Source: an optimization exercise on an open RTL-to-GDS flow (aim: small area). Production flows keep margins and buffers that such runs may drop.
The RTL was checked by simulation tests, not by an equivalence proof against the original design.
Power and IR drop assume default switching activity.

// tape_decoder
module tape_decoder (
    input  wire        clk,
    input  wire        rst,           
    input  wire        cfg_we,
    input  wire [1:0]  cfg_sel,       
    input  wire [31:0] cfg_data,
    input  wire        s_valid,
    input  wire [15:0] s_data,
    output wire        s_ready,
    input  wire        ev_ack,
    output reg  [1:0]  ev_pending,    
    output wire        fault,
    output wire [3:0]  fault_code,
    output reg  [3:0]  seq_len,
    output reg         byte_valid,
    output wire [7:0]  byte_data,
    output reg  [3:0]  byte_field,    
    output reg         blk_done,
    output wire [1:0]  blk_type,      
    output wire [7:0]  blk_len,
    output wire [63:0] name,          
    output wire [7:0]  ftype,
    output wire [7:0]  ascii,
    output wire [7:0]  gap,
    output wire [15:0] start_addr,
    output wire [15:0] load_addr
);
    localparam [3:0] S_SYNC  = 4'd0,
                     S_TYPE  = 4'd1,
                     S_LEN   = 4'd2,
                     S_NAME  = 4'd3,
                     S_FTYPE = 4'd4,
                     S_ASCII = 4'd5,
                     S_GAP   = 4'd6,
                     S_START = 4'd7,
                     S_LOAD  = 4'd8,
                     S_DATA  = 4'd9,
                     S_CKSUM = 4'd10,
                     S_LEAD  = 4'd11;
    localparam [1:0] BT_NAME = 2'd0, BT_DATA = 2'd1, BT_EOF = 2'd2;
    reg [31:0] n_one_lo, n_one_hi, n_zero_lo, n_zero_hi;    
    reg [31:0] clen;          
    reg        prev_nn;
    reg [3:0]   state;
    reg [7:0]   shift;
  ...
export LEC_CHECK = 0
export CAP_MARGIN = 20
export CORE_MARGIN = 2
export CORE_UTILIZATION = 72
export SLEW_MARGIN = 20
export SYNTH_HIERARCHICAL = 1
create_clock -name core_clock -period 10.0 [get_ports {clk}]
standard.sh (not shown) runs the stock make flow with config.mk's settings and CLKGATE_MAP_FILE= SYNTH_SCRIPT=/design/flow/synth_recipe.tcl, a recipe that flattens the netlist after the stock synthesis.
==> flow/flow/run.sh <==
#!/bin/bash
set -euo pipefail
CTS="-sink_clustering_enable -sink_clustering_size 20 -sink_clustering_max_diameter 60 -buf_list sky130_fd_sc_hd__clkbuf_8 -dont_use_dummy_load -repair_clock_nets"
bash standard.sh "BUFFER_PORTS_ARGS=-buffer_cell sky130_fd_sc_hd__buf_1" "CTS_ARGS=$CTS" finish > standard_flow.log 2>&1
The first run finished clean.
Next try:
==> flow/flow/run.sh (replaced) <==
#!/bin/bash
set -euo pipefail
here=$(pwd)
CTS="-sink_clustering_enable -sink_clustering_size 20 -sink_clustering_max_diameter 60 -buf_list sky130_fd_sc_hd__clkbuf_8 -dont_use_dummy_load -repair_clock_nets"
bash standard.sh "POST_FLOORPLAN_TCL=$here/flow/downsize.tcl" "BUFFER_PORTS_ARGS=-buffer_cell sky130_fd_sc_hd__buf_1" "CTS_ARGS=$CTS" finish > standard_flow.log 2>&1
==> flow/flow/downsize.tcl (new file) <==
# Run after floorplanning (POST_FLOORPLAN_TCL): give every combinational cell
# the smallest-area cell of its family (same function, other drive strength).
# The later repair steps size up again where slew, capacitance or timing need it.
# Registers, tie cells and physical cells are left alone.
set n 0
foreach inst [get_cells *] {
  set ref [get_property $inst ref_name]
  if { ![regexp {^(sky130_fd_sc_hd__[a-z0-9]+)_[0-9]+$} $ref -> base] } { continue }
  if { [regexp {__(df|edf|sdf|dl|sdl|conb|tap|fill|decap|diode)} $ref] } { continue }
  set best $ref
  set best_area [get_property [get_lib_cells */$ref] area]
  foreach lc [get_lib_cells */${base}_*] {
    set name [get_property $lc name]
    if { ![regexp "^${base}_\[0-9\]+\$" $name] } { continue }
    if { [get_property $lc dont_use] } { continue }
    set a [get_property $lc area]
    if { $a < $best_area } { set best $name; set best_area $a }
  }
  if { $best ne $ref } {
    replace_cell $inst [get_lib_cells */$best]
    incr n
  }
}
puts "downsize: $n cells resized"
CAP_MARGIN = 0   (was 20)
SLEW_MARGIN = 0   (was 20)
Critical path depth goes up by 2.
Sequential share of layout area rises by 0.72 points.
Via count grows by 1.4%.
Global-route usage goes down by 0.57 points.
Register-to-register slack loses 0.82 ns.
Die area is unchanged.
Core utilization drops by 0.92 points.
Flip-flop and latch count stays the same.
Cell area went down by about 1.1%.
Hold slack is worse by 0.0078 ns.


The RTL this note starts from:
==> flow/design.v <==
module tape_decoder (
    input  wire        clk,
    input  wire        rst,           
    input  wire        cfg_we,
    input  wire [1:0]  cfg_sel,       
    input  wire [31:0] cfg_data,
    input  wire        s_valid,
    input  wire [15:0] s_data,
    output wire        s_ready,
    input  wire        ev_ack,
    output reg  [1:0]  ev_pending,    
    output wire        fault,
    output wire [3:0]  fault_code,
    output reg  [3:0]  seq_len,
    output reg         byte_valid,
    output wire [7:0]  byte_data,
    output reg  [3:0]  byte_field,    
    output reg         blk_done,
    output wire [1:0]  blk_type,      
    output wire [7:0]  blk_len,
    output wire [63:0] name,          
    output wire [7:0]  ftype,
    output wire [7:0]  ascii,
    output wire [7:0]  gap,
    output wire [15:0] start_addr,
    output wire [15:0] load_addr
);
    localparam [3:0] S_SYNC  = 4'd0,
                     S_TYPE  = 4'd1,
                     S_LEN   = 4'd2,
                     S_NAME  = 4'd3,
                     S_FTYPE = 4'd4,
                     S_ASCII = 4'd5,
                     S_GAP   = 4'd6,
                     S_START = 4'd7,
                     S_LOAD  = 4'd8,
                     S_DATA  = 4'd9,
                     S_CKSUM = 4'd10,
                     S_LEAD  = 4'd11;
    localparam [1:0] BT_NAME = 2'd0, BT_DATA = 2'd1, BT_EOF = 2'd2;
    reg [31:0] n_one_lo, n_one_hi, n_zero_lo, n_zero_hi;    
    reg [31:0] clen;          
    reg        prev_nn;
    reg [3:0]   state;
    reg [7:0]   shift;
    reg [2:0]   bitcnt;
    reg [1:0]   btype;
    reg [7:0]   len;
    reg [7:0]   ck;
    reg [7:0]   cnt;          
    reg [1:0]   fc;           
    reg [111:0] rec;          
    assign fault      = fc[1] | fc[0];
    assign fault_code = {2'b00, fc};
    assign s_ready    = !fault && (ev_pending == 2'd0);
    assign byte_data  = shift;
    assign blk_type   = btype;
    assign blk_len    = (btype == BT_NAME) ? 8'd13 : len;
    assign name       = {rec[55:0], len};
    assign ftype      = rec[63:56];
    assign ascii      = rec[71:64];
    assign gap        = rec[79:72];
    assign start_addr = {rec[87:80],  rec[95:88]};
    assign load_addr  = {rec[103:96], rec[111:104]};
    wire push     = s_valid && s_ready && !rst;
    wire neg      = s_data[15];
    wire crossing = prev_nn && neg;
    function automatic carry32(input [31:0] a, input [31:0] b, input cin);
        integer k;
        reg r;
        begin
            r = cin;
            for (k = 0; k < 32; k = k + 1)
                r = (a[k] & b[k]) | (a[k] & r) | (b[k] & r);
            carry32 = r;
        end
    endfunction
    wire is_one  = carry32(n_one_lo,  clen, 1'b1) && !carry32(n_one_hi,  clen, 1'b0);
    wire is_zero = carry32(n_zero_lo, clen, 1'b1) && !carry32(n_zero_hi, clen, 1'b0);
    wire bit_ok  = is_one || is_zero;
    wire       bit_in   = push && crossing && bit_ok;
    wire [7:0] shift_in = {is_one, shift[7:1]};
    wire sync_hit = (shift_in[7:2] == 6'b001111) && (bitcnt >= 3'd5) &&
                    (bitcnt < 3'd6 || !shift_in[1]) &&
                    (bitcnt < 3'd7 || !shift_in[0]);
    wire in_sync   = (state == S_SYNC);
    wire byte_done = bit_in && !in_sync && (bitcnt == 3'd7);
    always @(posedge clk) begin
        if (rst) begin
            if (!cfg_we || cfg_sel == 2'd0) n_one_lo  <= ~(cfg_we ? cfg_data : 32'd18);
            if (!cfg_we || cfg_sel == 2'd1) n_one_hi  <= ~(cfg_we ? cfg_data : 32'd31);
            if (!cfg_we || cfg_sel == 2'd2) n_zero_lo <= ~(cfg_we ? cfg_data : 32'd31);
            if (!cfg_we || cfg_sel == 2'd3) n_zero_hi <= ~(cfg_we ? cfg_data : 32'hFFFF_FFFF);
        end
    end
    always @(posedge clk) begin
        if (rst) begin
            clen    <= 32'd0;
            prev_nn <= 1'b0;
        end else if (push) begin
            prev_nn <= !neg;
            clen    <= crossing ? 32'd1 : clen + 32'd1;
        end
    end
    always @(posedge clk) begin
        if (bit_in) begin
            shift <= shift_in;
            if (state != S_LEAD)
                rec <= {shift[0], rec[111:1]};
            if (byte_done && state == S_LEN)
                len <= shift_in;
            else if (btype == BT_NAME && state != S_LEAD)
                len <= {rec[0], len[7:1]};
        end
    end
    always @(posedge clk) begin
        if (rst)
            bitcnt <= 3'd0;
        else if (bit_in) begin
            if (in_sync)
                bitcnt <= sync_hit ? 3'd0 : (bitcnt == 3'd7 ? 3'd7 : bitcnt + 3'd1);
            else
                bitcnt <= bitcnt + 3'd1;
        end
    end
    always @(posedge clk) begin
        byte_valid <= byte_done;
        blk_done   <= 1'b0;
        if (rst) begin
            state      <= S_SYNC;
            seq_len    <= 4'd0;
            ev_pending <= 2'd0;
            fc         <= 2'd0;
        end else begin
            if (ev_ack && ev_pending != 2'd0) begin
                if (ev_pending[1])
                    seq_len <= 4'd0;
                ev_pending <= 2'd0;
            end
            if (bit_in && in_sync && sync_hit)
                state <= S_TYPE;
            if (byte_done) begin
                byte_field <= state;
                if (state >= S_LEN && state <= S_DATA)
                    cnt <= (state == S_LEN) ? shift_in : cnt - 8'd1;
                ck <= ((state == S_TYPE) ? 8'd0 : ck) + shift_in;
                case (state)
                    S_TYPE: begin
                        btype <= (shift_in == 8'h00) ? BT_NAME :
                                 (shift_in == 8'h01) ? BT_DATA : BT_EOF;
                        if (shift_in == 8'h00 || shift_in == 8'h01 || shift_in == 8'hFF)
                            state <= S_LEN;
                        else
                            state <= S_SYNC;
                    end
                    S_LEN: begin
                        if ((btype == BT_NAME && shift_in != 8'd15) ||
                            (btype == BT_EOF  && shift_in != 8'd0))
                            state <= S_SYNC;
                        else if (btype == BT_NAME)
                            state <= S_NAME;
                        else if (shift_in == 8'd0)
                            state <= S_CKSUM;
                        else
                            state <= S_DATA;
                    end
                    S_NAME:  if (cnt[2:0] == 3'd0) state <= S_FTYPE;
                    S_FTYPE: state <= S_ASCII;
                    S_ASCII: state <= S_GAP;
                    S_GAP:   state <= S_START;
                    S_START: if (cnt[0]) state <= S_LOAD;
                    S_LOAD:  if (cnt[0]) state <= S_CKSUM;
                    S_DATA:  if (cnt == 8'd1) state <= S_CKSUM;
                    S_CKSUM: begin
                        if (shift_in != ck)
                            fc[0] <= 1'b1;
                        else
                            state <= S_LEAD;
                    end
                    default: begin   
                        if (seq_len[3]) begin
                            fc[1] <= 1'b1;
                        end else begin
                            seq_len  <= seq_len + 4'd1;
                            blk_done <= 1'b1;
                            ev_pending <= (btype == BT_NAME) ? 2'd1 :
                                          (btype == BT_EOF)  ? 2'd2 : 2'd0;
                            state <= S_SYNC;
                        end
                    end
                endcase
            end
        end
    end
endmodule
Settings: LEC_CHECK=0, CAP_MARGIN=20, CORE_MARGIN=2, CORE_UTILIZATION=65, SLEW_MARGIN=20; clock period 10.0 ns.
==> flow/flow/run.sh <==
#!/bin/bash
set -euo pipefail
CTS="-sink_clustering_enable -sink_clustering_size 20 -sink_clustering_max_diameter 60 -buf_list sky130_fd_sc_hd__clkbuf_8 -dont_use_dummy_load -repair_clock_nets"
bash standard.sh "BUFFER_PORTS_ARGS=-buffer_cell sky130_fd_sc_hd__buf_1" "CTS_ARGS=$CTS" finish > standard_flow.log 2>&1
Edit:
==> flow/flow/run.sh (replaced) <==
#!/bin/bash
set -euo pipefail
CTS="-sink_clustering_enable -sink_clustering_size 30 -sink_clustering_max_diameter 45 -buf_list sky130_fd_sc_hd__clkbuf_8 -dont_use_dummy_load -repair_clock_nets"
bash standard.sh "BUFFER_PORTS_ARGS=-buffer_cell sky130_fd_sc_hd__buf_1" "CTS_ARGS=$CTS" finish > standard_flow.log 2>&1
Settings changed: CORE_UTILIZATION 65 to 40.
Result: The new run completed with no timing, DRC or antenna violations; maximum frequency came out lower by 0.46%; area after synthesis does not change; global-route usage came out lower by 9.3 points; clock power came out higher by 33%; die area came out higher by 61%; via count came out lower by 0.99%; design area came out higher by 3.2%; core utilization came out lower by 27 points.
Edit:
==> flow/flow/run.sh (replaced) <==
#!/bin/bash
set -euo pipefail
CTS="-sink_clustering_enable -sink_clustering_size 20 -sink_clustering_max_diameter 60 -buf_list sky130_fd_sc_hd__clkbuf_8 -dont_use_dummy_load -repair_clock_nets"
bash standard.sh "BUFFER_PORTS_ARGS=-buffer_cell sky130_fd_sc_hd__buf_1" "CTS_ARGS=$CTS" finish > standard_flow.log 2>&1
What happened: Clock skew is higher by 0.0094 ns. Routed wire length fell slightly. Sequential share of layout area climbs by 0.57 points. Via count shrinks slightly. Power drops by a few percent. Setup slack improves by 0.13 ns. Die area stays the same.
Edit:
==> flow/flow/run.sh (replaced) <==
#!/bin/bash
set -euo pipefail
CTS="-sink_clustering_enable -sink_clustering_size 24 -sink_clustering_max_diameter 50 -buf_list sky130_fd_sc_hd__clkbuf_8 -dont_use_dummy_load -repair_clock_nets"
bash standard.sh "BUFFER_PORTS_ARGS=-buffer_cell sky130_fd_sc_hd__buf_1" "CTS_ARGS=$CTS" finish > standard_flow.log 2>&1
Settings changed: CORE_UTILIZATION 40 to 65.
Effect: Global-route usage increases by 9.8 points; synthesized area does not change; setup slack gets worse by 0.066 ns; die area is lower by 38%.

[re-timing with driven ports]
In the flow no input, the clock included, has a driving cell. The finished layouts below were timed again as built, in two steps. Step 1 assumes that a clkbuf_16 drives the clock port and a buf_2 every other input. Step 2 times the ports against the registers' clock, not the clock port: input delays grow and output delays shrink by t, the midpoint of the rising clock arrivals with the driver on. Slacks: ideal / step 1 / step 2; pairs: ideal / step 1.
run	t (ns)	setup slack, ns	hold slack, ns	worst setup path after step 2	clock arrival spread, ns
the first run of note 1	0.572	2.392 / 2.392 / 2.392	0.444 / 0.444 / 0.444	register to register	0.065 / 0.065
the second run of note 1	0.572	1.573 / 1.573 / 1.573	0.437 / 0.437 / 0.437	register to register	0.079 / 0.079
the first run of note 2	0.594	4.406 / 4.406 / 4.286	0.423 / 0.423 / 0.423	input to register	0.063 / 0.064
the second run of note 2	0.592	4.380 / 4.380 / 4.295	0.371 / 0.371 / 0.371	input to register	0.083 / 0.083
the third run of note 2	0.612	4.513 / 4.513 / 4.279	0.388 / 0.388 / 0.388	input to register	0.080 / 0.080
the fourth run of note 2	0.607	4.447 / 4.447 / 4.270	0.438 / 0.438 / 0.438	input to register	0.053 / 0.053
After both steps setup and hold are still met in every run listed. For the third run of note 2, which loses most, drivers alone change the setup slack by 0.000 ns; drivers and shift together by -0.234 ns.
